Context: an optimization exercise on an open-source flow, tuned for small area, a short achievable clock period and few clock cycles per item. The choices shown serve that exercise and are no tape-out recipe.
At most, simulation tests tie the RTL to the original design; equivalence was not proved.
No functional check of the RTL was part of run 9.
Power is estimated from default activity; no workload was simulated.

`design.v`:
```
module bdgr_enc (
    input  wire        clk,
    input  wire        rst,
    input  wire        start,
    input  wire [15:0] width,
    input  wire [15:0] height,
    input  wire        pred_med,
    output wire        busy,
    input  wire        in_valid,
    input  wire [7:0]  in_pix,
    input  wire [7:0]  in_up,
    output wire        in_ready,
    output wire        out_valid,
    output wire [63:0] out_word,
    output wire        out_last,
    input  wire        out_ready
);
    localparam integer ACW    = 88;            
    localparam [6:0]   HOLD_T = ACW - 20;      
    reg        busy_r, in_ready_r, out_valid_r, out_last_r;
    reg        busy_o;        
    reg        med_r;
    reg [15:0] w_r;
    reg [15:0] xc;            
    reg [15:0] yc;            
    reg        first_col, first_row;
    reg        pix_done;      
    reg        v0;            
    reg [7:0]  pix0, up0;     
    reg [7:0]  dA0, dB0, e0;  
    reg        use_c0, use_b0;  
    reg [2:0]  k_r;           
    reg        vR;            
    reg [3:0]  qoffR;         
    reg [3:0]  keffR;         
    reg [7:0]  dataR;         
    reg [6:0]  spos;          
    reg [ACW-1:0] acc;
    assign busy      = busy_o;
    assign in_ready  = in_ready_r;
    assign out_valid = out_valid_r;
    assign out_last  = out_last_r;
    assign out_word  = acc[63:0];
    wire accept = in_valid & in_ready_r;
    wire fire   = out_valid_r & out_ready;
    wire [7:0] na_in = first_col ? 8'd0 : pix0;
    wire [7:0] nb_in = first_row ? 8'd0 : in_up;
    wire [7:0] nc_in = (first_col | first_row) ? 8'd0 : up0;
    wire [7:0] pmin_in = (first_col & (med_r | first_row)) ? 8'd0 : pix0;   
    wire c_ge_in  = (nc_in >= na_in);
    wire use_c_in = c_ge_in ^ (nb_in <= nc_in);    
    wire use_b_in = c_ge_in ~^ (nb_in <= na_in);   
    wire [7:0] dA_in = in_pix - pmin_in;            
    wire [7:0] dB_in = in_pix - nb_in;              
    wire [7:0] e_in  = nc_in - na_in;
    wire [7:0] dC = dB0 + e0;                       
    wire [7:0] d0 = (med_r & use_c0) ? dC : (med_r & use_b0) ? dB0 : dA0;
    wire [7:0] r    = {d0[6:0], 1'b0} ^ {8{d0[7]}};
    wire [7:0] q    = r >> k_r;
    wire       esc  = (q >= 8'd11);
    wire [7:0] mask = ~(8'hff << k_r);
    wire [3:0] qoff = esc ? 4'd11 : q[3:0];
    wire [3:0] keff = esc ? 4'd8 : {1'b0, k_r};
    wire [7:0] data = esc ? r : (r & mask);
    reg [2:0] k_next;
    always @(*) begin
        if      (r <= 8'd1)   k_next = 3'd0;
        else if (r <= 8'd4)   k_next = 3'd1;
        else if (r <= 8'd8)   k_next = 3'd2;
        else if (r <= 8'd16)  k_next = 3'd3;
        else if (r <= 8'd32)  k_next = 3'd4;
        else if (r <= 8'd64)  k_next = 3'd5;
        else if (r <= 8'd128) k_next = 3'd6;
        else                  k_next = 3'd7;
    end
    wire hold = vR & (spos > HOLD_T);
    wire advR = vR & ~hold;
    wire [6:0] spos_add = advR ? spos + {3'd0, qoffR} + {3'd0, keffR} + 7'd1 : spos;
    wire [6:0] spos_next = {spos_add[6] & ~fire, spos_add[5:0]};
    wire [6:0] pos       = spos + {3'd0, qoffR};
    localparam integer NBY = ACW / 8;
    wire [15:0]    fld = {7'd0, dataR, 1'b1} << pos[2:0];
    wire [NBY-1:0] bsel = advR ? ({{(NBY-1){1'b0}}, 1'b1} << pos[6:3]) : {NBY{1'b0}};
    wire [ACW-1:0] ins;
    genvar gb;
    generate
        for (gb = 0; gb < NBY; gb = gb + 1) begin : g_ins
            if (gb == 0) begin : g_lo
                assign ins[7:0] = fld[7:0] & {8{bsel[0]}};
            end else begin : g_hi
                assign ins[8*gb +: 8] = (fld[7:0] & {8{bsel[gb]}}) | (fld[15:8] & {8{bsel[gb-1]}});
            end
        end
    endgenerate
    wire [ACW-1:0] acc_or = acc | ins;
    wire [ACW-1:0] acc_next = fire ? {64'd0, acc_or[ACW-1:64]} : acc_or;
    wire last_col = (xc == 16'd1);
    wire last_row = (yc == 16'd1);
    wire busy_next     = busy_r & ~(fire & out_last_r);
    wire pix_done_next = pix_done | (accept & last_col & last_row);
    wire alldone_next  = pix_done & ~v0 & ~hold;    
    wire [6:0] epos_next = spos_next;
    reg init;
    always @(posedge clk) begin
        if (rst)
            busy_o <= 1'b0;
        else if (!busy_o)
            busy_o <= start;
        else
            busy_o <= ~(fire & out_last_r);
    end
    always @(posedge clk) begin
        if (rst) begin
            busy_r      <= 1'b0;
            init        <= 1'b0;
            in_ready_r  <= 1'b0;
            out_valid_r <= 1'b0;
            out_last_r  <= 1'b0;
        end else if (!busy_r) begin
            busy_r      <= start;
            init        <= start;
            in_ready_r  <= 1'b0;
            out_valid_r <= 1'b0;
        end else if (init) begin
            init        <= 1'b0;
            in_ready_r  <= 1'b1;
        end else begin
            busy_r      <= busy_next;
            in_ready_r  <= busy_next & ~pix_done_next & (spos_next <= HOLD_T);
            out_valid_r <= busy_next & (epos_next[6] | (alldone_next & (epos_next != 7'd0)));
            out_last_r  <= alldone_next & (epos_next <= 7'd64);
        end
    end
    always @(posedge clk) begin
        if (!busy_r) begin
            med_r <= pred_med;
            w_r   <= width;
            yc    <= height;
        end else if (accept & last_col) begin
            yc    <= yc - 16'd1;
        end
        if (init) begin
            xc        <= w_r;
            first_col <= 1'b1;
            first_row <= 1'b1;
            pix_done  <= 1'b0;
        end else if (accept) begin
            first_col <= last_col;
            pix_done  <= last_col & last_row;
            if (last_col) begin
                xc <= w_r;
                first_row <= 1'b0;
            end else begin
                xc <= xc - 16'd1;
            end
        end
    end
    always @(posedge clk) begin
        v0 <= ~rst & (hold ? v0 : accept);
        if (accept) begin
            pix0   <= in_pix;
            up0    <= in_up;
            dA0    <= dA_in;
            dB0    <= dB_in;
            e0     <= e_in;
            use_c0 <= use_c_in;
            use_b0 <= use_b_in;
        end
    end
    always @(posedge clk) begin
        if (init)
            k_r <= 3'd7;
        else if (v0 & ~hold)
            k_r <= k_next;
        vR <= ~rst & (hold ? vR : v0);
        if (!hold) begin
            keffR <= keff;
            qoffR <= qoff;
            dataR <= data;
        end
        spos  <= init ? 7'd32 : spos_next;
        acc   <= init ? {{(ACW-32){1'b0}}, yc, w_r} : acc_next;
    end
endmodule
```
`config.mk`:
```
export PLATFORM = sky130hd
export DESIGN_NAME = bdgr_enc
export DESIGN_NICKNAME = bdgr_enc
export VERILOG_FILES = /design/flow/design.v
export SDC_FILE = /design/flow/constraint.sdc
export NUM_CORES = 4
export LEC_CHECK = 0
export CAP_MARGIN = 20
export CORE_MARGIN = 2
export CORE_UTILIZATION = 40
export SLEW_MARGIN = 20
```
`standard.sh`:
```
#!/bin/bash
# synth_recipe.tcl (not shown) runs the flow's synth.tcl, then flattens the netlist and writes it again
# the make line also repeats each setting of config.mk as NAME=value (left out here)
make -C /OpenROAD-flow-scripts/flow DESIGN_CONFIG=/design/flow/config.mk WORK_HOME=/design/flow/orfs CLKGATE_MAP_FILE= SYNTH_SCRIPT=/design/flow/synth_recipe.tcl "${@:-finish}"
```
`flow/run.sh`:
```
#!/bin/bash
set -euo pipefail
export BUFFER_PORTS_ARGS="-buffer_cell sky130_fd_sc_hd__buf_1"
export SETUP_SLACK_MARGIN=7.6
bash standard.sh > standard_make.log 2>&1
```
`constraint.sdc`:
```
create_clock -name core_clock -period 11.0 [get_ports {clk}]
set_input_delay 2.2000 -clock core_clock [delete_from_list [all_inputs] [get_ports {clk}]]
set_output_delay 2.2000 -clock core_clock [all_outputs]
set_load 0.01 [all_outputs]
```
==> flow_summary.toml, run 1 <==
[sta]
fmax_mhz = 291
finalSetupViolCount = 0
skew_ns = 0.0204
fin_crit_ns = 3.44
finalHoldViolations = 0
tightest_slew_ns = 0.890
final_max_slew_viol_count = 0
rsz0062_at_grt = "yes"
slew_headroom_pct = 40.6
fin_crit_sh_pct = 31.3
setup_tns_ns = 0

[synthesis]
ys_dominant_reg_cell = "dfxtp_1"
synth.ff_latch_count = 216
netlist_instances = 1381
seq_area_frac_synth_pct = 43.3
synthArstFlopShare_pct = 0
syn_area_um2 = 12500
synthDistinctLibCells = 73
ys_warn_count = 1
avgSynthCellArea_um2 = 9.03
synth-edff-count = 107
synth_nets = 1501

[setup_path]
cpPeakStageDelay_ns = 0.43
worstSetupEndpointType = "register"
worst-path-max-fanout = 5
start_kind = "register"
crit_cells = 14
ff2ff_path_depth = 14
worstPathArrival_ns = 3.72
worst-setup-path-type = "register to register"
slowest_stage = "edfxtp_1"
path_delay_family = "compound AO/OA/AOI/OAI gates"
crit_chain = "ha_4 -> a211oi_4 -> o31ai_4 -> o221a_4 -> a21oi_4 -> inv_2 -> ha_4 -> nor2b_4 -> a2111oi_2 -> a211oi_2 -> o221ai_2 -> o22ai_4 -> a21oi_4 -> and2_1"
required_ns = 11.28
crit_buf_inv = 1

[power_and_ir_drop]
powerDensity_nw_per_um2 = 174
power.leakage_nw = 5.50
vdd_drop_max_mv = 0.126

[place]
place_hpwl_um = 23700
gp_congestion = 0.843
port_buffers = 121

[clocking]
cts_buffers = 25
cts_hold_buf = 0
path_clk_slew_ns = 0.06
cts.sinks = 216
clk_latency_ns = 0.55
cts_root_buf = "clkbuf_16"
htree_levels = 1
cts_max_path_buffers = 3
cts_tree = "done"

[drt]
viasPerCell = 5.51
drcViolationCount = 0
final_antenna_net_count = 0
vias = 10300
wire_per_inst_um = 18.4
drt_wl_total_um = 34400
drtIter0Drc = 783
dr.pass1.iters = 5

[final_layout]
fillers = 2931
drive_above_1_share_pct = 15.4
regArea_um2 = 5400
diodes = 0
nNetsFinal = 1572
final_core_utilization_pct = 47.6
multi_input_area_um2 = 6800
syn_to_final_growth_pct = 17.0

[grt]
grt_usage_pct = 20.1
grt.overflow.total = 0
grt_pass1_wl_um = 53100
grt_max_degree = 46
grt_pass1_vias = 9818
antenna_found_initial = 0

[floorplan]
initial_utilization_pct = 40.7
fp.dieH_um = 181
die_x_um = 181
num_rows = 64
ioPinCount = 122
core-area_um2 = 30700
die-area_um2 = 32600

[job]
cap_viol_max_count = 0

[run_status]
status = "timing/DRC/antenna clean"

[hold_path]
hold_path_depth = 2
hp-class = "register to register"
==> logic make-up (layout without fill, tap and decap cells) <==
group / Yosys count / in the layout / share of synthesized area (%)
flops: 216 / 216 / 43.3
mux: 27 / 27 / 2.38
fa+ha+maj: 66 / 66 / 6.98
buf+inv: 187 / 276 / 7.63
simple gates: 472 / 472 / 16.9
compound gates: 333 / 334 / 17.2
xor+xnor: 80 / 80 / 5.68
==> power breakdown <==
group	switching (mW)	internal [mW]
Combinational	0.452	0.274
Clock	0.343	0.464
Sequential	0.0702	0.929
==> cells in the mapped netlist, types with 31 or more instances <==
library cell | instances | area share [%]
nor2_1 | 228 | 6.9
dfxtp_1 | 109 | 17
edfxtp_1 | 107 | 26
nand2_1 | 98 | 2.9
a21oi_1 | 94 | 3.8
o22ai_1 | 74 | 3.7
buf_4 | 65 | 3.9
o21ai_0 | 61 | 2.4
ha_1 | 60 | 6.0
inv_1 | 58 | 1.7
clkbuf_1 | 52 | 1.6
xnor2_1 | 48 | 3.4
nor3_1 | 34 | 1.4
xor2_1 | 31 | 2.2
==> final cells by class <==
| type | count | share of cell area [%] |
|---|---|---|
| well taps | 396 | 3.40 |
| repair buffers | 168 | 5.80 |
| repair inverters | 1 | 0.0514 |
| clock inverters | 14 | 0.746 |
| multi-input cells | 979 | 46.6 |
| flip-flops and latches | 216 | 37.0 |
| clock buffers | 32 | 4.68 |
| inverters | 61 | 1.73 |
==> sequential cells by signal (all words and copies together), names as in the netlist, 7 cells and up <==
name,cells
e0,8
dA0,8
acc,88
yc,16
dB0,8
xc,16
dataR,8
w_r,16
spos,7
up0,8
pix0,8
==> layout by cell type, fill, tap and decap left out, types with 12 or more instances in the layout <==
cell type	instances
a21oi_2	12
o22ai_1	73
o32ai_1	16
a21o_1	22
nor3_1	33
o21ai_1	13
buf_1	115
dfxtp_1	109
xnor2_1	46
xor2_1	29
inv_1	53
ha_4	14
o21ai_0	46
nand2_1	86
nand2_2	12
a21oi_1	80
mux2i_1	17
nor2b_1	12
ha_1	44
buf_4	43
clkbuf_16	26
edfxtp_1	107
nand2b_1	27
nor2_1	220
==> layer usage <==
layer	track usage, %	vias to the layer above	routed length [um]
met2	31.6	314	15400
met5	0	-	0
met3	2.87	62	2010
met4	5.65	0	837
li1	-	4985	-
met1	28.9	4920	16100
==> worst reg2reg max path: stages, from the launching register on <==
cell and delay [ns]:
edfxtp_1 0.43, ha_4 0.27, a211oi_4 0.30, o31ai_4 0.11, o221a_4 0.32, a21oi_4 0.18, inv_2 0.07, ha_4 0.30
nor2b_4 0.16, a2111oi_2 0.05, a211oi_2 0.28, o221ai_2 0.17, o22ai_4 0.25, a21oi_4 0.13, and2_1 0.17
==> timing repair <==
| item | CTS | global route |
|---|---|---|
| setup buffers | 17 | 18 |
| gates resized for setup | 40 | 91 |
| cloned | 1 | 1 |
| endpoints found under the setup margin | 72 | 154 |
| pin swaps | 21 | 50 |
==> stage by stage <==
step	setup slack [ns]	power [mW]	cells	hold slack, ns	instance area [um^2]
after floorplan	7.30	1.46	1381	0.427	12600
after global placement	6.76	1.63	1783	0.433	12900
after detailed placement	6.69	1.65	1784	0.441	12900
after CTS	7.53	2.49	1848	0.457	14000
after global routing	7.42	2.65	1867	0.470	14600
final	7.56	2.53	1867	0.460	14600
==> path summary, 6_finish.rpt <==
path                              start       end  slack (ns)
worst max register to register    e0[1]  keffR[1]        7.56
worst min-delay path            acc[85]   acc[85]        0.46
worst max-delay path              e0[1]  keffR[1]        7.56
worst min register to register  acc[85]   acc[85]        0.46
Testbench counts, summed over its fixed seeds: cycles 34,785, items 34,030.
==> inputs of run 2 (changes only) <==
==> flow/run.sh (replaced) <==
#!/bin/bash
set -euo pipefail
export BUFFER_PORTS_ARGS="-buffer_cell sky130_fd_sc_hd__buf_1"
export SETUP_SLACK_MARGIN=7.4
bash standard.sh > standard_make.log 2>&1
--- a/config.mk
+++ b/config.mk
@@ -8,4 +8,7 @@
 export CAP_MARGIN = 20
 export CORE_MARGIN = 2
 export CORE_UTILIZATION = 40
+export CTS_BUF_LIST = sky130_fd_sc_hd__clkbuf_8
+export CTS_CLUSTER_DIAMETER = 50
+export CTS_CLUSTER_SIZE = 20
 export SLEW_MARGIN = 20
==> flow_summary.toml, run 2 <==
[run_status]
status = "timing/DRC/antenna clean"

[grt]
grt_pass1_vias = 9450
antenna_found_initial = 2
grt.overflow.total = 0
grt_max_degree = 71
grt_pass1_wl_um = 51900
grt_usage_pct = 19.6

[setup_path]
crit_chain = "buf_1"
worst-setup-path-type = "register to output port"
ff2ff_path_depth = 12
worstPathArrival_ns = 1.29
start_kind = "register"
worstSetupEndpointType = "output port"
path_delay_family = "flip-flops"
r2r-start = "dB0[1]"
cpPeakStageDelay_ns = 0.45
r2r_end = "k_r[0]"
crit_buf_inv = 1
slowest_stage = "dfxtp_1"
worst-path-max-fanout = 4
worst-r2r-setup-slack_ns = 7.51
required_ns = 8.80

[floorplan]
num_rows = 64
die-area_um2 = 32600
ioPinCount = 122
core-area_um2 = 30700
die_x_um = 181
fp.dieH_um = 181
initial_utilization_pct = 40.7

[synthesis]
synthSimpleGateAreaFrac_pct = 16.9
syn_area_um2 = 12500
synth.most_common_cell = "nor2_1"
synth-edff-count = 107
synth_top_family_by_area = "compound AO/OA/AOI/OAI gates"
synth_xor_area_share_pct = 5.68
synth.ff_latch_count = 216
netlist_instances = 1381
synth_common_cells = "nor2_1 (228), dfxtp_1 (109), edfxtp_1 (107)"
synthDistinctLibCells = 73
yosys.area.top_type = "edfxtp_1"
ys_warn_count = 1
ys_top_cells_by_area = "edfxtp_1 (26%), dfxtp_1 (17%), nor2_1 (6.9%), ha_1 (6.0%), buf_4 (3.9%)"
synth-compound-area-share_pct = 17.2
synth_top_area_share_pct = 25.8
seq_area_frac_synth_pct = 43.3
ys_dominant_reg_cell = "dfxtp_1"
avgSynthCellArea_um2 = 9.03
synthAdderAreaFrac_pct = 6.98
synthMuxAreaShare_pct = 2.38
synthArstFlopShare_pct = 0
synth_nets = 1501

[final_layout]
fillers = 2967
regArea_um2 = 5400
final_common_cell = "nor2_1"
final_cells = 1849
syn_to_final_growth_pct = 11.1
final_cell_mix = "nor2_1 (225), buf_1 (121), dfxtp_1 (109)"
nNetsFinal = 1553
drive_above_1_share_pct = 11.0
largest-register = "acc"
largest_register_ffs = 88
multi_input_area_um2 = 6470

[job]
cap_viol_max_count = 0

[sta]
rsz0062_at_grt = "yes"
fmax_mhz = 286
fin_crit_sh_pct = 31.8
finalHoldViolations = 0
slew_headroom_pct = 41.5
hold_ws_ns = 0.461
fin_crit_ns = 3.49
tightest_slew_ns = 0.877
skew_ns = 0.0342
final_max_slew_viol_count = 0
finalSetupViolCount = 0
fin_ws_ns = 7.51
setup_tns_ns = 0

[clocking]
clk_latency_ns = 0.59
cts.sinks = 216
cts_hold_buf = 0
cts_buffers = 25
cts_max_path_buffers = 3
cts_root_buf = "clkbuf_8"
htree_levels = 1
cts_tree = "done"
path_clk_slew_ns = 0.12

[power_and_ir_drop]
power.total_mw = 2.31
power.leakage_nw = 5.24
powerDensity_nw_per_um2 = 167
vdd_drop_max_mv = 0.0827

[drt]
viasPerCell = 5.46
dr.pass1.iters = 7
vias = 10100
drcViolationCount = 0
final_antenna_net_count = 0
wire_per_inst_um = 17.7
drtIter0Drc = 880
drt_wl_total_um = 32800

[place]
dpl_worst_slack_ns = 6.70
place_hpwl_um = 23100
port_buffers = 121
gp_congestion = 0.875
dp_cells = 1783

[hold_path]
hp-class = "register to register"
hold_path_depth = 2
min_to = "acc[82]"
min_from = "acc[82]"
[run 2: cell types whose count changed in the layout (fill, tap and decap cells not counted), sizes merged]
| cell | before | now |
|---|---|---|
| buf | 165 | 150 |
| inv | 57 | 67 |
| clkbuf | 35 | 28 |
| clkinv | 13 | 9 |
| clkinvlp | 5 | 3 |
| bufinv | 1 | 0 |
| diode | 0 | 1 |
[run 2: per-layer routing]
layer	up-vias	part of all wire, %	global-route usage (%)	wire length (um)
met4	2	2.1	5.10	701
met3	51	6.8	2.87	2240
li1	4952	-	-	-
met2	369	43	29.4	14100
met5	-	0.040	0	13
met1	4716	48	29.4	15700
[run 2: metrics by stage]
step | utilization, % | cell area (um^2)
2_1_floorplan | - | 12500
3_3_place_gp | 41.9 | 12900
3_5_place_dp | 42.0 | 12900
4_1_cts | 44.3 | 13600
5_1_grt | 45.2 | 13900
6_report | 45.2 | 13900
[run 2: cell type report]
class                      count  area share, %
tap                          396           3.57
inverter                      61           1.68
clock buffer                  28           2.78
sequential                   216           38.9
multi-input combinational    979           46.7
clock inverter                18           1.51
timing repair buffer         150           4.85
antenna                        1         0.0181
[run 2: power by group]
group / internal, mW / switching, mW
Combinational: 0.251 / 0.432
Clock: 0.269 / 0.366
Sequential: 0.928 / 0.0650
[run 2: repair_timing]
item / 4_1_cts / 5_1_grt
buffers inserted: 8 / 10
gates resized for setup: 14 / 36
pin swaps: 5 / 13
endpoints found under the setup margin: 26 / 23
gates cloned: 1 / 0
[run 2: how the worst max path moves through the flow]
stage,start,endpoint,slack (ns),depth (start not counted)
after floorplan,in_up[1],dB0[7],7.30,10
after global placement,qoffR[0],in_ready_r,6.93,14
after detailed placement,qoffR[0],in_ready_r,6.70,14
after CTS,dB0[0],dataR[1],7.41,13
after global routing,dB0[1],keffR[0],7.36,15
final,out_valid_r,out_valid,7.51,1
[run 2: cell families (layout without fill, tap and decap cells)]
logic type,after synthesis,count (layout)
fa+ha+maj,66,66
other cells,0,1
flops,216,216
simple gates,472,472
mux,27,27
compound gates,333,334
buf+inv,187,257
xor+xnor,80,80
==> inputs of run 3 (changes only) <==
--- a/config.mk
+++ b/config.mk
@@ -9,6 +9,6 @@
 export CORE_MARGIN = 2
 export CORE_UTILIZATION = 40
 export CTS_BUF_LIST = sky130_fd_sc_hd__clkbuf_8
-export CTS_CLUSTER_DIAMETER = 50
+export CTS_CLUSTER_DIAMETER = 40
 export CTS_CLUSTER_SIZE = 20
 export SLEW_MARGIN = 20
==> flow_summary.toml, run 3 <==
[run_status]
status = "timing/DRC/antenna clean"

[floorplan]
ioPinCount = 122
initial_utilization_pct = 40.7
num_rows = 64
fp.dieH_um = 181
core-area_um2 = 30700
die_x_um = 181
die-area_um2 = 32600

[drt]
wire_per_inst_um = 17.7
drcViolationCount = 0
dr.pass1.iters = 5
drtIter0Drc = 949
drt_wl_total_um = 33200
vias = 10200
final_antenna_net_count = 0
viasPerCell = 5.44

[sta]
slew_headroom_pct = 43.3
finalSetupViolCount = 0
fin_crit_ns = 3.51
fmax_mhz = 285
fin_ws_ns = 7.49
fin_crit_sh_pct = 31.9
hold_ws_ns = 0.456
finalHoldViolations = 0
skew_ns = 0.0314
rsz0062_at_grt = "yes"
final_max_slew_viol_count = 0
tightest_slew_ns = 0.850
setup_tns_ns = 0

[synthesis]
synth_nets = 1501
synthMuxAreaShare_pct = 2.38
synthAdderAreaFrac_pct = 6.98
avgSynthCellArea_um2 = 9.03
synth_top_area_share_pct = 25.8
synth-compound-area-share_pct = 17.2
synth_common_cells = "nor2_1 (228), dfxtp_1 (109), edfxtp_1 (107)"
synthDistinctLibCells = 73
ys_dominant_reg_cell = "dfxtp_1"
synth.most_common_cell = "nor2_1"
synthSimpleGateAreaFrac_pct = 16.9
ys_warn_count = 1
synth_top_family_by_area = "compound AO/OA/AOI/OAI gates"
netlist_instances = 1381
syn_area_um2 = 12500
ys_top_cells_by_area = "edfxtp_1 (26%), dfxtp_1 (17%), nor2_1 (6.9%), ha_1 (6.0%), buf_4 (3.9%)"
synth-edff-count = 107
synthArstFlopShare_pct = 0
synth.ff_latch_count = 216
seq_area_frac_synth_pct = 43.3
synth_xor_area_share_pct = 5.68
yosys.area.top_type = "edfxtp_1"

[setup_path]
r2r-start = "dB0[1]"
required_ns = 11.29
ff2ff_path_depth = 12
worst-r2r-setup-slack_ns = 7.49
worstPathArrival_ns = 3.79
r2r_end = "dataR[7]"
worst-path-max-fanout = 10
worstSetupEndpointType = "register"
start_kind = "register"
worst-setup-path-type = "register to register"

[power_and_ir_drop]
power.total_mw = 2.56
powerDensity_nw_per_um2 = 180
vdd_drop_max_mv = 0.0925
power.leakage_nw = 5.44

[grt]
grt_usage_pct = 19.8
grt_max_degree = 71
grt.overflow.total = 0
antenna_found_initial = 2
grt_pass1_vias = 9607
grt_pass1_wl_um = 52300

[clocking]
path_clk_slew_ns = 0.08
cts_tree = "done"
cts_max_path_buffers = 3
cts_root_buf = "clkbuf_8"
htree_levels = 2
cts_hold_buf = 0
cts.sinks = 216
clk_latency_ns = 0.55
cts_buffers = 38

[final_layout]
final_area_um2 = 14200
largest_register_ffs = 88
final_cell_mix = "nor2_1 (225), buf_1 (121), dfxtp_1 (109)"
nNetsFinal = 1570
final_common_cell = "nor2_1"
largest-register = "acc"
drive_above_1_share_pct = 12.4
syn_to_final_growth_pct = 14.0
final_cells = 1877
final_core_utilization_pct = 46.4

[hold_path]
min_to = "acc[82]"
hp-class = "register to register"
min_from = "acc[82]"
hold_path_depth = 2

[place]
place_area_um2 = 12900
dpl_worst_slack_ns = 6.70
dp_cells = 1783
port_buffers = 121
place_hpwl_um = 23100
gp_congestion = 0.875

[job]
cap_viol_max_count = 0
==> run 3: cell counts after synthesis <==
No cell type changed its count.
==> run 3: worst max-delay path by stage <==
stage / start / endpoint / slack, ns
2_1_floorplan: in_up[1] / dB0[7] / 7.30
3_3_place_gp: qoffR[0] / in_ready_r / 6.93
3_5_place_dp: qoffR[0] / in_ready_r / 6.70
4_1_cts: dB0[1] / dataR[1] / 7.38
5_1_grt: dB0[0] / qoffR[0] / 7.32
6_report: dB0[1] / dataR[7] / 7.49
==> run 3: layout make-up <==
class / count / area (um^2)
repair buffers: 154 / 706
multi-input cells: 979 / 6480
clock buffers: 42 / 578
inverters: 61 / 233
fillers: 2935 / 16500
flip-flops and latches: 216 / 5400
diodes: 1 / 2.50
clock inverters: 28 / 325
well taps: 396 / 495
==> run 3: logic make-up (layout without fill, tap and decap cells) <==
family	count (synthesis)	count (layout)
fa+ha+maj	66	66
compound gates	333	334
other cells	0	1
buf+inv	187	285
simple gates	472	472
xor+xnor	80	80
flops	216	216
mux	27	27
==> run 3: layer usage <==
metal	global-route usage (%)	wire (um)	vias to the layer above
met4	5.71	705	2
li1	-	-	5004
met3	3.40	2250	54
met2	29.4	14200	372
met1	29.3	15900	4776
met5	0	13	-
==> run 3: power by group <==
group	total (mW)	internal (mW)	switching, mW
sequential	0.993	0.928	0.0642
combinational	0.685	0.252	0.434
clock	0.878	0.493	0.385
==> run 3: what timing repair did <==
action                                  CTS  global route
buffers inserted                          7            15
pin swaps                                 6            13
endpoints found under the setup margin   27            28
gates cloned                              1             0
gates resized for setup                  14            38
==> run 3: worst max-delay path: stages (launching register included) <==
cell,delay (ns)
edfxtp_1,0.43
ha_4,0.27
a211oi_4,0.33
o31ai_4,0.11
o221a_4,0.33
a21oi_4,0.16
buf_4,0.23
xor2_2,0.33
a2111oi_0,0.17
or3_4,0.47
a21oi_4,0.23
buf_4,0.14
nor2_1,0.03
==> inputs of run 4 (changes only) <==
--- a/config.mk
+++ b/config.mk
@@ -10,5 +10,5 @@
 export CORE_UTILIZATION = 40
 export CTS_BUF_LIST = sky130_fd_sc_hd__clkbuf_8
 export CTS_CLUSTER_DIAMETER = 40
-export CTS_CLUSTER_SIZE = 20
+export CTS_CLUSTER_SIZE = 16
 export SLEW_MARGIN = 20
==> flow_summary.toml, run 4 <==
[place]
dp_cells = 1783
place_hpwl_um = 23100
gp_congestion = 0.875
place_area_um2 = 12900
dpl_worst_slack_ns = 6.70
port_buffers = 121

[hold_path]
hp-class = "register to register"

[sta]
fin_crit_sh_pct = 31.9
skew_ns = 0.0314
rsz0062_at_grt = "yes"
setup_tns_ns = 0
fmax_mhz = 285
finalHoldViolations = 0
fin_crit_ns = 3.51
finalSetupViolCount = 0
tightest_slew_ns = 0.850
final_max_slew_viol_count = 0
fin_ws_ns = 7.49
slew_headroom_pct = 43.3

[power_and_ir_drop]
powerDensity_nw_per_um2 = 180
vdd_drop_max_mv = 0.0925
power.leakage_nw = 5.44

[synthesis]
netlist_instances = 1381
ys_top_cells_by_area = "edfxtp_1 (26%), dfxtp_1 (17%), nor2_1 (6.9%), ha_1 (6.0%), buf_4 (3.9%)"
synth_common_cells = "nor2_1 (228), dfxtp_1 (109), edfxtp_1 (107)"
ys_warn_count = 1
ys_dominant_reg_cell = "dfxtp_1"
synthDistinctLibCells = 73
yosys.area.top_type = "edfxtp_1"
synth.ff_latch_count = 216
synthArstFlopShare_pct = 0
seq_area_frac_synth_pct = 43.3
syn_area_um2 = 12500
avgSynthCellArea_um2 = 9.03
synth_nets = 1501
synth_top_area_share_pct = 25.8
synth.most_common_cell = "nor2_1"
synth-edff-count = 107

[drt]
vias = 10200
final_antenna_net_count = 0
drtIter0Drc = 949
dr.pass1.iters = 5
drt_wl_total_um = 33200
wire_per_inst_um = 17.7
drcViolationCount = 0
viasPerCell = 5.44

[final_layout]
final_common_cell = "nor2_1"
largest_register_ffs = 88
final_cells = 1877
final_area_um2 = 14200
largest-register = "acc"
syn_to_final_growth_pct = 14.0
drive_above_1_share_pct = 12.4
final_core_utilization_pct = 46.4
nNetsFinal = 1570
final_cell_mix = "nor2_1 (225), buf_1 (121), dfxtp_1 (109)"

[floorplan]
die_x_um = 181
ioPinCount = 122
initial_utilization_pct = 40.7
num_rows = 64
fp.dieH_um = 181
die-area_um2 = 32600
core-area_um2 = 30700

[grt]
grt_pass1_wl_um = 52300
grt_pass1_vias = 9607
grt.overflow.total = 0
grt_max_degree = 71
grt_usage_pct = 19.8
antenna_found_initial = 2

[clocking]
clk_latency_ns = 0.55
cts_buffers = 38
cts.sinks = 216
cts_tree = "done"
cts_root_buf = "clkbuf_8"
cts_max_path_buffers = 3
path_clk_slew_ns = 0.08
htree_levels = 2

[setup_path]
slowest_stage = "or3_4"
worst-path-max-fanout = 10
crit_chain = "ha_4 -> a211oi_4 -> o31ai_4 -> o221a_4 -> a21oi_4 -> buf_4 -> xor2_2 -> a2111oi_0 -> or3_4 -> a21oi_4 -> buf_4 -> nor2_1"
worstSetupEndpointType = "register"
required_ns = 11.29
cpPeakStageDelay_ns = 0.47
worstPathArrival_ns = 3.79
worst-setup-path-type = "register to register"
start_kind = "register"

[run_status]
status = "timing/DRC/antenna clean"

[job]
cap_viol_max_count = 0
run 4: cell counts after synthesis:
No cell type changed its count.
run 4: cells by family (layout without fill, tap and decap cells):
group	count (synthesis)	in the layout	share of synthesized area (%)
AO/OA/AOI/OAI	333	334	17.2
XOR/XNOR	80	80	5.68
adder cells (fa/ha/maj)	66	66	6.98
buffers and inverters	187	285	7.63
flip-flops	216	216	43.3
multiplexers	27	27	2.38
other	0	1	0
AND/OR/NAND/NOR	472	472	16.9
run 4: layer usage:
| metal | up-vias | wire length, um | track usage (%) |
|---|---|---|---|
| met5 | - | 13 | 0 |
| met4 | 2 | 705 | 5.71 |
| met3 | 54 | 2250 | 3.40 |
| met2 | 372 | 14200 | 29.4 |
| met1 | 4776 | 15900 | 29.3 |
| li1 | 5004 | - | - |
run 4: critical path: cells and delay by family, from the launching register on:
family	cells	cell delay (ns)
simple gates	2	0.50
fa+ha+maj	1	0.27
flops	1	0.43
xor+xnor	1	0.33
buf+inv	2	0.37
compound gates	6	1.33
run 4: repair_timing:
| action | CTS | global route |
|---|---|---|
| pin swaps | 6 | 13 |
| hold buffers | 0 | 0 |
| gates cloned | 1 | 0 |
| setup endpoints to repair | 27 | 28 |
| hold endpoints to repair | 0 | 0 |
| gates resized for setup | 14 | 38 |
| setup buffers | 7 | 15 |
run 4: stage by stage:
| step | hold WS (ns) | power [mW] |
|---|---|---|
| floorplan | 0.427 | 1.45 |
| global placement | 0.435 | 1.62 |
| detailed placement | 0.443 | 1.63 |
| CTS | 0.462 | 2.54 |
| global route | 0.490 | 2.68 |
| finish | 0.456 | 2.56 |
run 4: final timing paths:
kind | start | endpoint | slack [ns] | cells after the start
worst max-delay path | dB0[1] | dataR[7] | 7.49 | 12
worst min-delay path | acc[82] | acc[82] | 0.46 | 2
worst max register to register | dB0[1] | dataR[7] | 7.49 | 12
worst min register to register | acc[82] | acc[82] | 0.46 | 2
run 4: final cells by class:
class,count,area [um^2]
clock inverters,28,325
fillers,2935,16500
clock buffers,42,578
flip-flops and latches,216,5400
inverters,61,233
multi-input cells,979,6480
well taps,396,495
diodes,1,2.50
repair buffers,154,706
run 4: power by group:
part | total (mW) | switching (mW) | internal, mW
sequential | 0.993 | 0.0642 | 0.928
combinational | 0.685 | 0.434 | 0.252
clock | 0.878 | 0.385 | 0.493
total | 2.56 | 0.883 | 1.67
==> inputs of run 5 (changes only) <==
--- a/config.mk
+++ b/config.mk
@@ -7,8 +7,9 @@
 export LEC_CHECK = 0
 export CAP_MARGIN = 20
 export CORE_MARGIN = 2
-export CORE_UTILIZATION = 40
-export CTS_BUF_LIST = sky130_fd_sc_hd__clkbuf_8
-export CTS_CLUSTER_DIAMETER = 40
-export CTS_CLUSTER_SIZE = 16
+export CORE_UTILIZATION = 55
+export CTS_BUF_LIST = sky130_fd_sc_hd__clkbuf_16
+export CTS_CLUSTER_DIAMETER = 60
+export CTS_CLUSTER_SIZE = 30
+export PLACE_DENSITY = 0.7
 export SLEW_MARGIN = 20
==> flow_summary.toml, run 5 <==
[place]
place_hpwl_um = 21700
port_buffers = 121
gp_congestion = 0.888

[clocking]
cts_root_buf = "clkbuf_16"
cts.sinks = 216
clk_latency_ns = 0.49
htree_levels = 1
cts_buffers = 19
cts_max_path_buffers = 3
cts_tree = "done"
path_clk_slew_ns = 0.07

[floorplan]
die_x_um = 155
die-area_um2 = 23900
num_rows = 55
ioPinCount = 122
fp.dieH_um = 155
initial_utilization_pct = 55.6
core-area_um2 = 22400

[grt]
antenna_found_initial = 0
grt_usage_pct = 25.3
grt.overflow.total = 0
grt_max_degree = 74
grt_pass1_vias = 9464
grt_pass1_wl_um = 49200

[drt]
drt_wl_total_um = 31100
top_layer = "met4"
wl_met1_um = 14500
viasPerCell = 5.90
dr.pass1.iters = 5
wire_per_inst_um = 18.1
wl_met3_um = 2050
drtIter0Drc = 767
final_antenna_net_count = 0
vias = 10200
wl_met2_um = 13800
drcViolationCount = 0

[synthesis]
netlist_instances = 1381
ys_top_cells_by_area = "edfxtp_1 (26%), dfxtp_1 (17%), nor2_1 (6.9%), ha_1 (6.0%), buf_4 (3.9%)"
synth_nets = 1501
synth_top_area_share_pct = 25.8
seq_area_frac_synth_pct = 43.3
ys_dominant_reg_cell = "dfxtp_1"
synth-edff-count = 107
synth_common_cells = "nor2_1 (228), dfxtp_1 (109), edfxtp_1 (107)"
synthDistinctLibCells = 73
syn_area_um2 = 12500
synth.most_common_cell = "nor2_1"
avgSynthCellArea_um2 = 9.03
yosys.area.top_type = "edfxtp_1"
synth.ff_latch_count = 216
ys_warn_count = 1
synthArstFlopShare_pct = 0

[setup_path]
worstPathArrival_ns = 3.76
start_kind = "register"
crit_chain = "ha_4 -> a211oi_4 -> o31ai_4 -> o221a_4 -> a21oi_4 -> inv_2 -> ha_4 -> nor2b_4 -> a2111oi_4 -> a211oi_2 -> o221ai_2 -> o22ai_4 -> a21oi_4 -> and2_1"
worst-setup-path-type = "register to register"
worst-path-max-fanout = 7
path_delay_family = "compound AO/OA/AOI/OAI gates"
worst-r2r-setup-slack_ns = 7.48
r2r_end = "keffR[1]"
worstSetupEndpointType = "register"
cpPeakStageDelay_ns = 0.43
crit_buf_inv = 1
slowest_stage = "edfxtp_1"
r2r-start = "dB0[1]"
ff2ff_path_depth = 14
required_ns = 11.24

[final_layout]
final_common_cell = "nor2_1"
fillers = 1973
largest_register_ffs = 88
final_core_utilization_pct = 61.1
final_cell_mix = "nor2_1 (225), buf_1 (120), dfxtp_1 (109)"
nNetsFinal = 1544
largest-register = "acc"
drive_above_1_share_pct = 9.40
diodes = 0
syn_to_final_growth_pct = 9.93

[power_and_ir_drop]
vdd_drop_max_mv = 0.126
powerDensity_nw_per_um2 = 169
power.leakage_nw = 5.25

[job]
cap_viol_max_count = 0

[hold_path]
min_to = "acc[82]"
hp-class = "register to register"
min_from = "acc[82]"
hold_path_depth = 2

[sta]
skew_ns = 0.0164
fin_crit_ns = 3.52
rsz0062_at_grt = "yes"
final_max_slew_viol_count = 0
finalSetupViolCount = 0
fin_crit_sh_pct = 32.0
slew_headroom_pct = 44.8
fmax_mhz = 284
tightest_slew_ns = 0.827
setup_tns_ns = 0
finalHoldViolations = 0

[run_status]
status = "timing/DRC/antenna clean"
run 5: cell counts after synthesis:
Identical to the previous run, type by type.
run 5: repair_timing:
| action | CTS | global route |
|---|---|---|
| gates resized for setup | 17 | 35 |
| setup buffers | 3 | 12 |
| pin swaps | 6 | 13 |
| endpoints found under the setup margin | 27 | 53 |
| gates cloned | 1 | 0 |
| hold buffers | 0 | 0 |
run 5: how the worst max path moves through the flow:
| stage | start | to | slack [ns] | depth (start not counted) |
|---|---|---|---|---|
| after floorplan | in_up[1] | dB0[7] | 7.30 | 10 |
| after CTS | qoffR[0] | in_ready_r | 7.32 | 14 |
| after global placement | qoffR[0] | in_ready_r | 6.91 | 14 |
| final | dB0[1] | keffR[1] | 7.48 | 14 |
| after global routing | qoffR[0] | in_ready_r | 7.32 | 14 |
| after detailed placement | qoffR[0] | in_ready_r | 6.88 | 14 |
run 5: per-layer routing:
| layer | GRT usage, % | up-vias |
|---|---|---|
| li1 | - | 4948 |
| met1 | 37.3 | 4767 |
| met2 | 39.9 | 378 |
| met3 | 3.00 | 58 |
| met4 | 6.75 | 0 |
| met5 | 0 | - |
run 5: worst reg2reg max path, delay by kind of cell, from the launching register on:
family          cells  cell delay [ns]
compound gates      9             1.88
flops               1             0.43
fa+ha+maj           2             0.56
buf+inv             1             0.08
simple gates        2             0.34
run 5: layout make-up:
type                    count  area, um^2  area share [%]
flip-flops and latches    216        5400            39.4
inverters                  61         233            1.70
clock inverters            13        91.3           0.666
well taps                 285         357            2.60
repair buffers            147         654            4.77
multi-input cells         979        6480            47.3
clock buffers              20         500            3.65
run 5: metrics by stage:
stage	worst slack (ns)	hold slack [ns]	area (um^2)	power, mW	std cells
after floorplan	7.30	0.427	12500	1.45	1381
after global placement	6.91	0.437	12700	1.60	1672
after detailed placement	6.88	0.446	12700	1.61	1672
after CTS	7.32	0.462	13400	2.28	1709
after global routing	7.32	0.478	13700	2.41	1721
final	7.48	0.457	13700	2.31	1721
run 5: report_power, final:
part	internal [mW]	leakage, nW	switching (mW)
Sequential	0.928	1.92	0.0640
Clock	0.340	0.313	0.312
Combinational	0.241	3.01	0.430
run 5: cells by family after synthesis:
family / count (synthesis) / share of synthesized area (%)
AOI/OAI and AO/OA: 333 / 17.2
adders and majority gates: 66 / 6.98
and+or+nand+nor: 472 / 16.9
buffers and inverters: 187 / 7.63
xor gates and xnor gates: 80 / 5.68
DFF: 216 / 43.3
muxes: 27 / 2.38
==> inputs of run 6 (changes only) <==
--- a/config.mk
+++ b/config.mk
@@ -7,9 +7,9 @@
 export LEC_CHECK = 0
 export CAP_MARGIN = 20
 export CORE_MARGIN = 2
-export CORE_UTILIZATION = 55
+export CORE_UTILIZATION = 65
 export CTS_BUF_LIST = sky130_fd_sc_hd__clkbuf_16
 export CTS_CLUSTER_DIAMETER = 60
 export CTS_CLUSTER_SIZE = 30
-export PLACE_DENSITY = 0.7
+export PLACE_DENSITY = 0.8
 export SLEW_MARGIN = 20
==> flow_summary.toml, run 6 <==
[clocking]
cts_buffers = 17
cts_hold_buf = 0
path_clk_slew_ns = 0.09
cts_max_path_buffers = 3
cts_root_buf = "clkbuf_16"
htree_levels = 1
clk_latency_ns = 0.49
cts_tree = "done"
cts.sinks = 216

[place]
dpl_worst_slack_ns = 6.82
place_hpwl_um = 21500
port_buffers = 121
gp_congestion = 0.945
place_area_um2 = 12600

[synthesis]
syn_area_um2 = 12500
synth.ff_latch_count = 216
synth_top_area_share_pct = 25.8
synth_nets = 1501
synthDistinctLibCells = 73
synth-compound-area-share_pct = 17.2
synthMuxAreaShare_pct = 2.38
synthSimpleGateAreaFrac_pct = 16.9
yosys.area.top_type = "edfxtp_1"
ys_dominant_reg_cell = "dfxtp_1"
ys_top_cells_by_area = "edfxtp_1 (26%), dfxtp_1 (17%), nor2_1 (6.9%), ha_1 (6.0%), buf_4 (3.9%)"
synth_xor_area_share_pct = 5.68
synth.most_common_cell = "nor2_1"
synth_top_family_by_area = "compound AO/OA/AOI/OAI gates"
synth-edff-count = 107
netlist_instances = 1381
avgSynthCellArea_um2 = 9.03
ys_warn_count = 1
synthArstFlopShare_pct = 0
synth_common_cells = "nor2_1 (228), dfxtp_1 (109), edfxtp_1 (107)"
seq_area_frac_synth_pct = 43.3
synthAdderAreaFrac_pct = 6.98

[final_layout]
nNetsFinal = 1538
fillers = 1420
regArea_um2 = 5400
syn_to_final_growth_pct = 9.10
final_cell_mix = "nor2_1 (225), buf_1 (121), dfxtp_1 (109)"
largest_register_ffs = 88
diodes = 0
final_area_um2 = 13600
final_common_cell = "nor2_1"
largest-register = "acc"
drive_above_1_share_pct = 10.0
multi_input_area_um2 = 6510

[power_and_ir_drop]
power.leakage_nw = 5.21
vdd_drop_max_mv = 0.181
powerDensity_nw_per_um2 = 168
power.total_mw = 2.29

[floorplan]
ioPinCount = 122
core-area_um2 = 18800
initial_utilization_pct = 66.5
fp.dieH_um = 143
die_x_um = 143
num_rows = 50
die-area_um2 = 20300

[setup_path]
worstPathArrival_ns = 3.81
worstSetupEndpointType = "register"
worst-path-max-fanout = 5
start_kind = "register"
worst-setup-path-type = "register to register"
required_ns = 11.24

[drt]
dr.pass1.iters = 8
viasPerCell = 6.24
final_antenna_net_count = 0
drcViolationCount = 0
vias = 10400
drt_wl_total_um = 31100
drtIter0Drc = 1177
wire_per_inst_um = 18.7

[grt]
grt_usage_pct = 29.4
grt_pass1_wl_um = 47900
grt.overflow.total = 0
grt_pass1_vias = 9632
antenna_found_initial = 0
grt_max_degree = 70

[sta]
fin_ws_ns = 7.43
setup_tns_ns = 0
finalHoldViolations = 0
final_max_slew_viol_count = 0
rsz0062_at_grt = "yes"
fmax_mhz = 280
finalSetupViolCount = 0
slew_headroom_pct = 45.1
hold_ws_ns = 0.465
tightest_slew_ns = 0.824
fin_crit_sh_pct = 32.4
skew_ns = 0.0144
fin_crit_ns = 3.57

[job]
cap_viol_max_count = 0

[hold_path]
hp-class = "register to register"

[run_status]
status = "timing/DRC/antenna clean"
run 6: cell counts after synthesis:
Identical to the previous run, type by type.
run 6: kinds of logic after synthesis:
| kind of cell | after synthesis |
|---|---|
| simple gates | 472 |
| compound gates | 333 |
| flops | 216 |
| buf+inv | 187 |
| xor+xnor | 80 |
| fa+ha+maj | 66 |
| mux | 27 |
run 6: worst max-delay path: stages, from the launching register on:
cell	delay, ns
edfxtp_1	0.42
ha_2	0.43
nand2_1	0.17
nor4_4	0.34
o22ai_1	0.18
a21oi_4	0.15
inv_1	0.10
ha_4	0.30
a21boi_2	0.07
nand2_1	0.10
o31ai_2	0.07
a211oi_2	0.28
o221ai_2	0.17
o22ai_4	0.24
a21oi_4	0.12
and2_1	0.18
run 6: layout make-up:
| class | count | share of cell area [%] |
|---|---|---|
| clock inverter | 12 | 0.837 |
| timing repair buffer | 143 | 4.67 |
| tap | 234 | 2.15 |
| inverter | 61 | 1.71 |
| sequential | 216 | 39.7 |
| clock buffer | 17 | 3.13 |
| multi-input combinational | 979 | 47.9 |
run 6: what timing repair did:
item | CTS | global route
setup buffers | 3 | 11
pin swaps | 5 | 14
gates resized for setup | 12 | 50
endpoints found under the setup margin | 25 | 44
gates cloned | 1 | 0
run 6: metal layers:
metal / part of all wire (%) / GRT usage [%] / wire length (um) / up-vias
met5: 0 / 0 / 0 / -
met4: 3.1 / 9.02 / 980 / 0
met3: 7.5 / 3.97 / 2340 / 86
met2: 46 / 46.4 / 14200 / 491
met1: 44 / 42.3 / 13600 / 4879
li1: - / - / - / 4922
run 6: path summary, 6_finish.rpt:
check,startpoint,endpoint,cells past startpoint,slack (ns)
max,dB0[4],keffR[1],15,7.43
min reg2reg,acc[76],acc[76],2,0.47
min,acc[76],acc[76],2,0.47
max reg2reg,dB0[4],keffR[1],15,7.43
run 6: power breakdown:
part | switching [mW] | total [mW] | internal [mW]
logic | 0.442 | 0.683 | 0.241
clock network | 0.315 | 0.617 | 0.302
registers | 0.0617 | 0.989 | 0.928
total | 0.819 | 2.29 | 1.47
run 6: metrics by stage:
step,std cells,util (%)
after floorplan,1381,-
after global placement,1617,67.3
after detailed placement,1618,67.3
after CTS,1651,70.7
after global routing,1662,72.5
final,1662,72.5
==> inputs of run 7 (changes only) <==
==> flow/run.sh (replaced) <==
#!/bin/bash
set -euo pipefail
export BUFFER_PORTS_ARGS="-buffer_cell sky130_fd_sc_hd__buf_1"
export SETUP_SLACK_MARGIN=7.5
bash standard.sh > standard_make.log 2>&1
--- a/config.mk
+++ b/config.mk
@@ -7,9 +7,8 @@
 export LEC_CHECK = 0
 export CAP_MARGIN = 20
 export CORE_MARGIN = 2
-export CORE_UTILIZATION = 65
+export CORE_UTILIZATION = 40
 export CTS_BUF_LIST = sky130_fd_sc_hd__clkbuf_16
 export CTS_CLUSTER_DIAMETER = 60
 export CTS_CLUSTER_SIZE = 30
-export PLACE_DENSITY = 0.8
 export SLEW_MARGIN = 20
==> flow_summary.toml, run 7 <==
[run_status]
status = "timing/DRC/antenna clean"

[floorplan]
ioPinCount = 122
die-area_um2 = 32600
initial_utilization_pct = 40.7
num_rows = 64
die_x_um = 181
fp.dieH_um = 181
core-area_um2 = 30700

[sta]
skew_ns = 0.0321
finalHoldViolations = 0
final_max_slew_viol_count = 0
fmax_mhz = 287
finalSetupViolCount = 0
tightest_slew_ns = 0.913
rsz0062_at_grt = "yes"
slew_headroom_pct = 39.1
fin_crit_ns = 3.48
setup_tns_ns = 0
fin_crit_sh_pct = 31.6

[grt]
antenna_found_initial = 0
grt_max_degree = 53
grt_pass1_vias = 9550
grt_pass1_wl_um = 51700
grt_usage_pct = 19.6
grt.overflow.total = 0

[synthesis]
seq_area_frac_synth_pct = 43.3
syn_area_um2 = 12500
synth.ff_latch_count = 216
ys_top_cells_by_area = "edfxtp_1 (26%), dfxtp_1 (17%), nor2_1 (6.9%), ha_1 (6.0%), buf_4 (3.9%)"
netlist_instances = 1381
ys_warn_count = 1
avgSynthCellArea_um2 = 9.03
yosys.area.top_type = "edfxtp_1"
synth.most_common_cell = "nor2_1"
synth-edff-count = 107
synthArstFlopShare_pct = 0
synthDistinctLibCells = 73
synth_top_area_share_pct = 25.8
synth_nets = 1501
ys_dominant_reg_cell = "dfxtp_1"
synth_common_cells = "nor2_1 (228), dfxtp_1 (109), edfxtp_1 (107)"

[clocking]
cts_hold_buf = 0
cts_buffers = 19
cts_root_buf = "clkbuf_16"
htree_levels = 1
cts.sinks = 216
cts_max_path_buffers = 3
path_clk_slew_ns = 0.09
clk_latency_ns = 0.52
cts_tree = "done"

[power_and_ir_drop]
power.leakage_nw = 5.37
powerDensity_nw_per_um2 = 171
power.total_mw = 2.45
vdd_drop_max_mv = 0.107

[job]
cap_viol_max_count = 0

[place]
place_area_um2 = 12900
place_hpwl_um = 23200
gp_congestion = 0.855
port_buffers = 121

[setup_path]
worst-setup-path-type = "register to register"
r2r-start = "dB0[1]"
start_kind = "register"
worstSetupEndpointType = "register"
worst-path-max-fanout = 5
worstPathArrival_ns = 3.71
required_ns = 11.22
setup.worst_path.start = "dB0[1]"

[hold_path]
min_from = "acc[73]"
hp-class = "register to register"

[drt]
drcViolationCount = 0
drtIter0Drc = 834
final_antenna_net_count = 0
drt_wl_total_um = 33100
dr.pass1.iters = 5
viasPerCell = 5.50
wire_per_inst_um = 18.0
vias = 10100

[final_layout]
final_area_um2 = 14300
largest_register_ffs = 88
diodes = 0
multi_input_area_um2 = 6670
regArea_um2 = 5400
largest-register = "acc"
final_common_cell = "nor2_1"
final_cell_mix = "nor2_1 (225), buf_1 (117), dfxtp_1 (109)"
nNetsFinal = 1555
syn_to_final_growth_pct = 14.4
fillers = 2938
drive_above_1_share_pct = 13.0
-- run 7: cell counts after synthesis --
Identical to the previous run, type by type.
-- run 7: critical path: stages (launching register included) --
cell,delay (ns)
edfxtp_1,0.40
buf_4,0.14
inv_1,0.06
fa_2,0.40
nand2b_4,0.17
a211oi_4,0.33
o211a_1,0.25
nor2_4,0.06
buf_4,0.15
xnor2_2,0.16
o21ai_2,0.19
a21oi_2,0.06
or3_4,0.46
a21oi_4,0.22
a31oi_1,0.11
-- run 7: worst paths after layout --
check             endpoint  cells past startpoint  slack (ns)
hold / removal     acc[73]                      2        0.46
setup / recovery  dataR[2]                     14        7.52
setup reg to reg  dataR[2]                     14        7.52
hold reg to reg    acc[73]                      2        0.46
-- run 7: logic make-up after synthesis --
| kind of cell | Yosys count | share of synthesized area [%] |
|---|---|---|
| compound gates | 333 | 17.2 |
| xor+xnor | 80 | 5.68 |
| fa+ha+maj | 66 | 6.98 |
| buf+inv | 187 | 7.63 |
| flops | 216 | 43.3 |
| mux | 27 | 2.38 |
| simple gates | 472 | 16.9 |
-- run 7: layout make-up --
cell class / count / area share (%)
multi-input cells: 979 / 46.8
inverters: 61 / 1.77
clock buffers: 19 / 3.33
repair buffers: 158 / 5.33
clock inverters: 15 / 1.51
flip-flops and latches: 216 / 37.8
well taps: 396 / 3.47
-- run 7: layer usage --
metal	share of wire, %	GRT usage, %
met1	48	28.8
met2	44	30.7
met3	5.6	2.51
met4	2.0	4.26
met5	0	0
-- run 7: repair_timing --
item / 4_1_cts / 5_1_grt
gates cloned: 1 / 0
buffers inserted: 15 / 14
resized for setup: 42 / 60
pin swaps: 14 / 30
setup endpoints to repair: 87 / 42
-- run 7: through the flow --
step	std cells	worst slack [ns]	hold WS, ns	util (%)
after floorplan	1381	7.30	0.427	-
after global placement	1780	6.53	0.434	42.0
after detailed placement	1780	6.39	0.441	42.0
after CTS	1830	7.43	0.462	45.4
after global routing	1844	7.34	0.497	46.5
final	1844	7.52	0.463	46.5
-- run 7: report_power, final --
| group | switching (mW) | leakage, nW | internal, mW | total [mW] |
|---|---|---|---|---|
| Sequential | 0.0639 | 1.92 | 0.928 | 0.992 |
| Clock | 0.364 | 0.332 | 0.374 | 0.738 |
| Combinational | 0.452 | 3.12 | 0.264 | 0.716 |
| Total | 0.880 | 5.37 | 1.57 | 2.45 |
==> inputs of run 8 (changes only) <==
==> flow/run.sh (replaced) <==
#!/bin/bash
set -euo pipefail
export BUFFER_PORTS_ARGS="-buffer_cell sky130_fd_sc_hd__buf_1"
export SETUP_SLACK_MARGIN=7.4
bash standard.sh > standard_make.log 2>&1
==> flow_summary.toml, run 8 <==
[grt]
grt_pass1_vias = 9411
antenna_found_initial = 2
grt_max_degree = 71
grt_pass1_wl_um = 51800
grt_usage_pct = 19.5
grt.overflow.total = 0

[synthesis]
synth_nets = 1501
syn_area_um2 = 12500
synth.ff_latch_count = 216
synthDistinctLibCells = 73
seq_area_frac_synth_pct = 43.3
synthArstFlopShare_pct = 0
ys_dominant_reg_cell = "dfxtp_1"
ys_warn_count = 1
netlist_instances = 1381
synth-edff-count = 107
synth_common_cells = "nor2_1 (228), dfxtp_1 (109), edfxtp_1 (107)"
avgSynthCellArea_um2 = 9.03
yosys.area.top_type = "edfxtp_1"
ys_top_cells_by_area = "edfxtp_1 (26%), dfxtp_1 (17%), nor2_1 (6.9%), ha_1 (6.0%), buf_4 (3.9%)"
synth_top_area_share_pct = 25.8
synth.most_common_cell = "nor2_1"

[place]
port_buffers = 121
place_hpwl_um = 23100
gp_congestion = 0.875

[setup_path]
required_ns = 11.41
worstSetupEndpointType = "register"
worst-path-max-fanout = 7
worstPathArrival_ns = 3.87
start_kind = "register"
worst-setup-path-type = "register to register"

[clocking]
cts_buffers = 22
htree_levels = 1
cts_max_path_buffers = 3
cts_tree = "done"
clk_latency_ns = 0.54
cts_root_buf = "clkbuf_16"
path_clk_slew_ns = 0.07
cts.sinks = 216

[sta]
fin_crit_sh_pct = 31.5
fin_crit_ns = 3.46
setup_tns_ns = 0
finalHoldViolations = 0
skew_ns = 0.0373
rsz0062_at_grt = "yes"
slew_headroom_pct = 42.7
hold_ws_ns = 0.453
fmax_mhz = 289
final_max_slew_viol_count = 0
tightest_slew_ns = 0.860
finalSetupViolCount = 0

[drt]
drtIter0Drc = 982
dr.pass1.iters = 5
vias = 10100
viasPerCell = 5.48
drt_wl_total_um = 32900
drcViolationCount = 0
wire_per_inst_um = 17.8
final_antenna_net_count = 0

[final_layout]
drive_above_1_share_pct = 10.6
final_cell_mix = "nor2_1 (225), buf_1 (120), dfxtp_1 (109)"
syn_to_final_growth_pct = 12.1
final_common_cell = "nor2_1"
largest-register = "acc"
largest_register_ffs = 88
final_core_utilization_pct = 45.6
nNetsFinal = 1552

[floorplan]
initial_utilization_pct = 40.7
ioPinCount = 122
die_x_um = 181
fp.dieH_um = 181
die-area_um2 = 32600
num_rows = 64
core-area_um2 = 30700

[power_and_ir_drop]
vdd_drop_max_mv = 0.135
p_clk_share_pct = 30.2
p_comb_share_pct = 28.5
power.leakage_nw = 5.30
switching_share_pct = 35.3
powerDensity_nw_per_um2 = 172
netSwitchingPower_uw = 848
internal_power_mw = 1.56
seq_power_share_pct = 41.3

[hold_path]
hp-class = "register to register"

[run_status]
status = "timing/DRC/antenna clean"

[job]
cap_viol_max_count = 0
-- run 8: per-stage QoR --
step / std cells / power [mW] / setup WS, ns / area (um^2)
global placement: 1783 / 1.62 / 6.93 / 12900
CTS: 1831 / 2.38 / 7.39 / 13700
detailed placement: 1783 / 1.63 / 6.70 / 12900
finish: 1845 / 2.40 / 7.54 / 14000
floorplan: 1381 / 1.45 / 7.30 / 12500
global route: 1845 / 2.52 / 7.35 / 14000
-- run 8: power by group through the flow --
stage / sequential [mW] / combinational, mW / clock [mW]
2_1_floorplan: 0.976 / 0.477 / 0
3_3_place_gp: 1.01 / 0.613 / 0
3_5_place_dp: 1.01 / 0.622 / 0
4_1_cts: 0.992 / 0.648 / 0.740
5_1_grt: 1.00 / 0.744 / 0.776
6_report: 0.993 / 0.685 / 0.726
-- run 8: path summary, 6_finish.rpt --
kind                 from      end  slack (ns)  cells past startpoint
setup / recovery   dB0[1]   k_r[0]        7.54                     12
hold / removal    acc[82]  acc[82]        0.45                      2
setup reg to reg   dB0[1]   k_r[0]        7.54                     12
hold reg to reg   acc[82]  acc[82]        0.45                      2
-- run 8: cell families after synthesis --
logic type,share of synthesized area [%]
simple gates,16.9
compound gates,17.2
flops,43.3
buf+inv,7.63
xor+xnor,5.68
fa+ha+maj,6.98
mux,2.38
-- run 8: worst max-delay path: stages, from the launching register on --
cell and delay (ns):
edfxtp_1 0.43, ha_4 0.27, a211oi_4 0.33, o31ai_4 0.11
o221a_4 0.33, buf_4 0.14, nor3_1 0.51, o31ai_4 0.17
nand3_1 0.17, mux2i_1 0.20, a22oi_1 0.10, a311o_1 0.29
a221o_1 0.29
-- run 8: final cells by class --
cell class                 count  area (um^2)
sequential                   216         5400
multi-input combinational    979         6480
clock inverter                18          134
inverter                      61          233
clock buffer                  22          551
fill                        2937        16700
timing repair buffer         152          692
tap                          396          495
antenna                        1         2.50
-- run 8: repair_timing --
item / in CTS / in global routing
gates resized for setup: 14 / 39
setup endpoints to repair: 27 / 34
hold buffers: 0 / 0
cloned: 1 / 0
setup buffers: 7 / 13
pin swaps: 6 / 13
-- run 8: metal layers --
layer	up-vias	track usage [%]	part of all wire, %
met5	-	0	0.040
met2	335	29.1	43
met3	55	2.65	6.4
met4	2	5.19	2.3
met1	4767	29.5	48
li1	4946	-	-
==> inputs of run 9 (changes only) <==
--- a/design.v
+++ b/design.v
@@ -15,7 +15,7 @@
     output wire        out_last,
     input  wire        out_ready
 );
-    localparam integer ACW    = 88;            
+    localparam integer ACW    = 96;            
     localparam [6:0]   HOLD_T = ACW - 20;      
     reg        busy_r, in_ready_r, out_valid_r, out_last_r;
     reg        busy_o;        
==> flow_summary.toml, run 9 <==
[run_status]
status = "timing/DRC/antenna clean"

[clocking]
cts.sinks = 224
cts_hold_buf = 0
path_clk_slew_ns = 0.07
cts_buffers = 25
cts_tree = "done"
cts_max_path_buffers = 3
htree_levels = 1
clk_latency_ns = 0.56
cts_root_buf = "clkbuf_16"

[floorplan]
num_rows = 66
die_x_um = 184
initial_utilization_pct = 40.4
ioPinCount = 122
fp.dieH_um = 184
core-area_um2 = 32300
die-area_um2 = 34000

[grt]
grt_pass1_vias = 10200
grt_usage_pct = 20.4
antenna_found_initial = 1
grt_max_degree = 58
grt_pass1_wl_um = 55200
grt.overflow.total = 0

[sta]
finalSetupViolCount = 0
fin_ws_ns = 7.43
rsz0062_at_grt = "yes"
fin_crit_ns = 3.57
finalHoldViolations = 0
slew_headroom_pct = 40.3
final_max_slew_viol_count = 0
fin_crit_sh_pct = 32.5
skew_ns = 0.0266
fmax_mhz = 280
tightest_slew_ns = 0.896
hold_ws_ns = 0.469
setup_tns_ns = 0

[power_and_ir_drop]
power.leakage_nw = 5.53
internal_power_mw = 1.69
switching_share_pct = 36.0
p_clk_share_pct = 32.8
p_comb_share_pct = 28.4
power.total_mw = 2.64
seq_power_share_pct = 38.8
vdd_drop_max_mv = 0.158
netSwitchingPower_uw = 950
powerDensity_nw_per_um2 = 179

[synthesis]
synth_common_cells = "nor2_1 (265), dfxtp_1 (117), nand2_1 (110)"
ys_warn_count = 1
synth_top_area_share_pct = 24.7
netlist_instances = 1473
synthArstFlopShare_pct = 0
ys_top_cells_by_area = "edfxtp_1 (25%), dfxtp_1 (18%), nor2_1 (7.6%), ha_1 (5.8%), buf_4 (3.7%)"
ys_dominant_reg_cell = "dfxtp_1"
seq_area_frac_synth_pct = 42.6
avgSynthCellArea_um2 = 8.85
syn_area_um2 = 13000
synthDistinctLibCells = 77
synth-edff-count = 107
synth_nets = 1593
yosys.area.top_type = "edfxtp_1"
synth.ff_latch_count = 224
synth.most_common_cell = "nor2_1"

[final_layout]
largest_register_ffs = 96
largest-register = "acc"
final_cell_mix = "nor2_1 (263), buf_1 (121), dfxtp_1 (116)"
syn_to_final_growth_pct = 13.2
nNetsFinal = 1636
final_area_um2 = 14800
final_core_utilization_pct = 45.7
final_common_cell = "nor2_1"
final_cells = 1978
drive_above_1_share_pct = 11.3

[setup_path]
required_ns = 11.41
ff2ff_path_depth = 17
worst-r2r-setup-slack_ns = 7.43
worstSetupEndpointType = "register"
worstPathArrival_ns = 3.98
worst-path-max-fanout = 8
r2r-start = "e0[1]"
worst-setup-path-type = "register to register"
r2r_end = "dataR[5]"
start_kind = "register"

[hold_path]
min_to = "acc[47]"
hold_path_depth = 2
hp-class = "register to register"
min_from = "acc[47]"

[drt]
dr.pass1.iters = 7
vias = 10700
wire_per_inst_um = 17.7
drcViolationCount = 0
final_antenna_net_count = 0
viasPerCell = 5.40
drtIter0Drc = 952
drt_wl_total_um = 35000

[place]
gp_congestion = 0.886
place_hpwl_um = 24700
port_buffers = 121
dpl_worst_slack_ns = 6.88
dp_cells = 1910
place_area_um2 = 13500

[job]
cap_viol_max_count = 0
[run 9: critical path: stages (launching register included)]
cell and delay [ns]:
edfxtp_1 0.43, ha_4 0.27, a211oi_4 0.28, o31ai_4 0.13, o21ba_4 0.26, nor3_4 0.17
a21o_1 0.15, inv_2 0.05, ha_4 0.27, nor2_2 0.04, a311oi_1 0.21, a211oi_1 0.08
a311oi_1 0.31, o2111ai_1 0.20, o21ai_2 0.13, a31oi_4 0.15, buf_12 0.18, a21oi_2 0.11
[run 9: cell families (layout without fill, tap and decap cells)]
family	count (synthesis)	after routing	synth area share, %
AND/OR/NAND/NOR	599	599	21.1
XOR/XNOR	72	72	4.94
flip-flops	224	224	42.6
AO/OA/AOI/OAI	299	299	15.2
multiplexers	24	24	2.09
other	0	1	0
buffers and inverters	189	251	7.40
adder cells (fa/ha/maj)	66	66	6.68
[run 9: area by class of cell]
cell class,instances,area (um^2)
Fill cell,3161,17500
Multi-Input combinational cell,1060,6870
Sequential cell,224,5560
Timing Repair Buffer,155,722
Clock buffer,25,626
Tap cell,442,553
Clock inverter,21,233
Inverter,50,199
Antenna cell,1,2.50
[run 9: how the worst max path moves through the flow]
stage / from / cells past startpoint / endpoint / slack, ns
2_1_floorplan: in_up[1] / 10 / dB0[7] / 7.30
3_3_place_gp: in_pix[1] / 10 / dB0[7] / 6.98
3_5_place_dp: dB0[1] / 16 / qoffR[1] / 6.88
4_1_cts: dB0[4] / 16 / keffR[1] / 7.41
5_1_grt: e0[1] / 17 / dataR[5] / 7.22
6_report: e0[1] / 17 / dataR[5] / 7.43
[run 9: power by group through the flow]
| stage | registers (mW) | logic (mW) | clock network, mW |
|---|---|---|---|
| after global placement | 1.04 | 0.670 | 0 |
| after CTS | 1.02 | 0.707 | 0.886 |
| final | 1.02 | 0.749 | 0.867 |
| after floorplan | 1.01 | 0.514 | 0 |
| after detailed placement | 1.04 | 0.678 | 0 |
| after global routing | 1.03 | 0.808 | 0.920 |
[run 9: routing by layer]
layer  track usage (%)  vias up  share of wire [%]
li1                  -     5253                  -
met1              28.7     5061                 47
met2              31.9      305                 44
met3              3.56       72                5.7
met4              6.66        0                3.1
met5                 0        -                  0
[run 9: repair_timing]
| action | CTS | global route |
|---|---|---|
| resized for setup | 16 | 31 |
| setup endpoints to repair | 28 | 58 |
| pin swaps | 6 | 20 |
| setup buffers | 9 | 12 |

==> static timing again, ports no longer ideal <==
The results above use ideal ports. As a check the final layouts listed here were re-extracted and re-timed, cells and wires unchanged. Step 1 sets driving cells, clkbuf_16 on the clock port and buf_2 on the other inputs (assumed; they add their load-dependent delay and slew). Step 2 moves the port delays by t, midway between the first and last clock arrival at a register: inputs arrive t later, outputs are due t later. That takes back most of the time a late clock gives input paths. Slacks: ideal / step 1 / step 2; pairs: ideal / step 1.
| run | t (ns) | slack for setup (ns) | worst hold slack (ns) | worst slew at a driven data input, ns | cell pins on the clock port's net |
|---|---|---|---|---|---|
| run 1 | 0.587 | 7.559 / 7.559 / 7.047 | 0.460 / 0.460 / 0.460 | 0.09 | 1 |
| run 2 | 0.616 | 7.506 / 7.464 / 6.924 | 0.461 / 0.461 / 0.461 | 0.08 | 1 |
| run 3 | 0.572 | 7.494 / 7.494 / 6.961 | 0.456 / 0.456 / 0.456 | 0.08 | 1 |
| run 4 | 0.572 | 7.494 / 7.494 / 6.961 | 0.456 / 0.456 / 0.456 | 0.08 | 1 |
| run 5 | 0.532 | 7.480 / 7.480 / 7.014 | 0.457 / 0.457 / 0.457 | 0.03 | 1 |
| run 6 | 0.531 | 7.431 / 7.431 / 6.990 | 0.465 / 0.465 / 0.465 | 0.06 | 1 |
| run 7 | 0.555 | 7.519 / 7.519 / 7.033 | 0.463 / 0.463 / 0.463 | 0.08 | 1 |
| run 8 | 0.560 | 7.540 / 7.540 / 7.019 | 0.453 / 0.453 / 0.453 | 0.09 | 1 |
| run 9 | 0.603 | 7.428 / 7.428 / 6.919 | 0.469 / 0.469 / 0.469 | 0.07 | 1 |
After both steps every run listed still meets setup and hold. The setup slack of run 2, which loses most, moves by -0.042 ns with the drivers and by -0.582 ns with both steps.
